Background: an optimization exercise with open tools, aiming at a short achievable clock period and few clock cycles per item. Do not read the settings as production practice.
The RTL was checked by simulation tests, not by an equivalence proof against the original design.

==> flow/design.v (excerpt) <==
module ada_rx (
    input  wire        clk,
    input  wire        rst,         
    input  wire        in_valid,
    input  wire [7:0]  in_data,
    output wire        in_ready,
    output wire        out_valid,
    input  wire        out_ready,
    output wire [1:0]  out_kind,    
    output wire [31:0] out_data,
    output wire        out_last
);
For scale: roughly 3800 cells after synthesis, about 1700 flip-flops, roughly 49 I/O pins, roughly 0.062 mm² of cells after synthesis.
Settings: LEC_CHECK=0, ABC_CLOCK_PERIOD_IN_PS=3000, CAP_MARGIN=20, CORE_MARGIN=2, CORE_UTILIZATION=70, CTS_CLUSTER_DIAMETER=60, CTS_CLUSTER_SIZE=28, SLEW_MARGIN=20; clock period 11.0 ns.
standard.sh (not shown) runs the stock make flow with config.mk's settings and CLKGATE_MAP_FILE= SYNTH_SCRIPT=/design/flow/synth_recipe.tcl, a recipe that flattens the netlist after the stock synthesis.
==> flow/flow/run.sh <==
#!/bin/bash
set -euo pipefail
bash standard.sh SETUP_SLACK_MARGIN=7.8 finish > standard.log 2>&1
Testbench counts at the start, summed over its fixed seeds: cycles 48,218, bytes 47,847.
Next try:
--- a/flow/design.v
+++ b/flow/design.v
@@ -534,31 +534,33 @@
             ewr_vis <= 5'd0;
             erd     <= 5'd0;
             rdw     <= 6'd0;
             rsel    <= 32'd1;
             wleft   <= 6'd0;
             p_valid <= 1'b0;
             h_valid <= 1'b0;
         end else begin
             ewr_vis <= ewr;
             p_valid <= ld ? n_val : h_valid;
-            h_valid <= ld ? n_val : p_valid;
+            if (ld)
+                h_valid <= n_val;
             if (ld) begin
                 if (w_av) begin
                     rdw   <= rdw + 6'd1;
                     rsel  <= {rsel[30:0], rsel[31]};
                     wleft <= wleft - 6'd1;
                 end else if (e_av) begin
                     erd   <= erd + 5'd1;
                     if (ev_rd[10])
                         wleft <= ev_rd[5:0];
                 end
             end
         end
-        {p_kind, p_last, p_data} <= ld ? {n_kind, n_last, n_data} : {h_kind, h_last, h_data};
-        {h_kind, h_last, h_data} <= ld ? {n_kind, n_last, n_data} : {p_kind, p_last, p_data};
+        {p_kind, p_last, p_data} <= ld ? {n_kind, n_last, n_data} : ~{h_kind, h_last, h_data};
+        if (ld)
+            {h_kind, h_last, h_data} <= ~{n_kind, n_last, n_data};
     end
     assign out_valid = p_valid;
     assign out_kind  = p_kind;
     assign out_data  = p_data;
     assign out_last  = p_last;
 endmodule
=> Maximum frequency climbs by 1.8%. Utilization drops by 0.50 points. Cell area drops by 0.33%. Sequential share of layout area climbs by 0.67 points. Non-clock buffer count drops by 10.
Testbench counts after the change, summed over its fixed seeds: cycles 48,218, bytes 47,847.

--- another note on this design; it stands on its own ---

main:
Design ada_rx, start of the top module:
module ada_rx (
    input  wire        clk,
    input  wire        rst,         
    input  wire        in_valid,
    input  wire [7:0]  in_data,
    output wire        in_ready,
    output wire        out_valid,
    input  wire        out_ready,
    output wire [1:0]  out_kind,    
    output wire [31:0] out_data,
    output wire        out_last
);
Settings: LEC_CHECK=0, ABC_CLOCK_PERIOD_IN_PS=3000, CAP_MARGIN=20, CORE_MARGIN=2, CORE_UTILIZATION=85, CTS_CLUSTER_DIAMETER=60, CTS_CLUSTER_SIZE=28, SLEW_MARGIN=20; clock period 11.0 ns.
standard.sh (not shown) runs the stock make flow with config.mk's settings and CLKGATE_MAP_FILE= SYNTH_SCRIPT=/design/flow/synth_recipe.tcl, a recipe that flattens the netlist after the stock synthesis.
==> flow/flow/run.sh <==
#!/bin/bash
set -euo pipefail
bash standard.sh SETUP_SLACK_MARGIN=7.8 finish > standard.log 2>&1
Stage in which a tool error killed main: 5_1_grt.
Testbench counts of main, summed over its fixed seeds: cycles 48,218, bytes 47,847.
Input-level comparison between the feature branch and main:
- swapping 85 for 70 in CORE_UTILIZATION
- putting CTS_BUF_LIST at sky130_fd_sc_hd__clkbuf_8 sky130_fd_sc_hd__clkbuf_16 where nothing was set
==> comparison <==
- The feature branch: PASS, flow complete, no timing, DRC or antenna violations
- Total clock buffers created by CTS in the feature branch is 32% above main.
- Weighted congestion at the end of routability-driven global placement of the feature branch falls short of that of main by a few percent.
- Diff main..the feature branch | mux share of post-synthesis cell area | unchanged
- In the reports for the feature branch and main, the smaller placed cell area belongs to main.
- The run showing the smaller horizontal die dimension is main.
- Number of placed instances, taps included for the feature branch is higher than for main.

[what the ideal ports hide]
No port has a modelled driver above. Below, the same layouts with a new extraction and two added sets of constraints. Step 1 assumes that a clkbuf_16 drives the clock port and a buf_2 every other input. Step 2, shift: input delay + t, output delay - t, t = (earliest + latest rising clock arrival at the registers) / 2. This alone moves slack from input paths to output paths. a / b / c = ideal ports / drivers / drivers and shift; a / b = the first two.
| run | shift t [ns] | setup WS [ns] | worst setup path at the end | clock arrival spread, ns |
|---|---|---|---|---|
| the first run of note 1 | 0.784 | 7.567 / 7.503 / 7.458 | input to register | 0.060 / 0.061 |
| the second run of note 1 | 0.769 | 7.627 / 7.558 / 7.101 | input to register | 0.042 / 0.042 |
| the feature branch | 0.783 | 7.568 / 7.504 / 7.463 | input to register | 0.057 / 0.058 |
After both steps setup and hold are still met in every run listed. For the second run of note 1, which loses most, drivers alone change the setup slack by -0.069 ns; drivers and shift together by -0.526 ns.
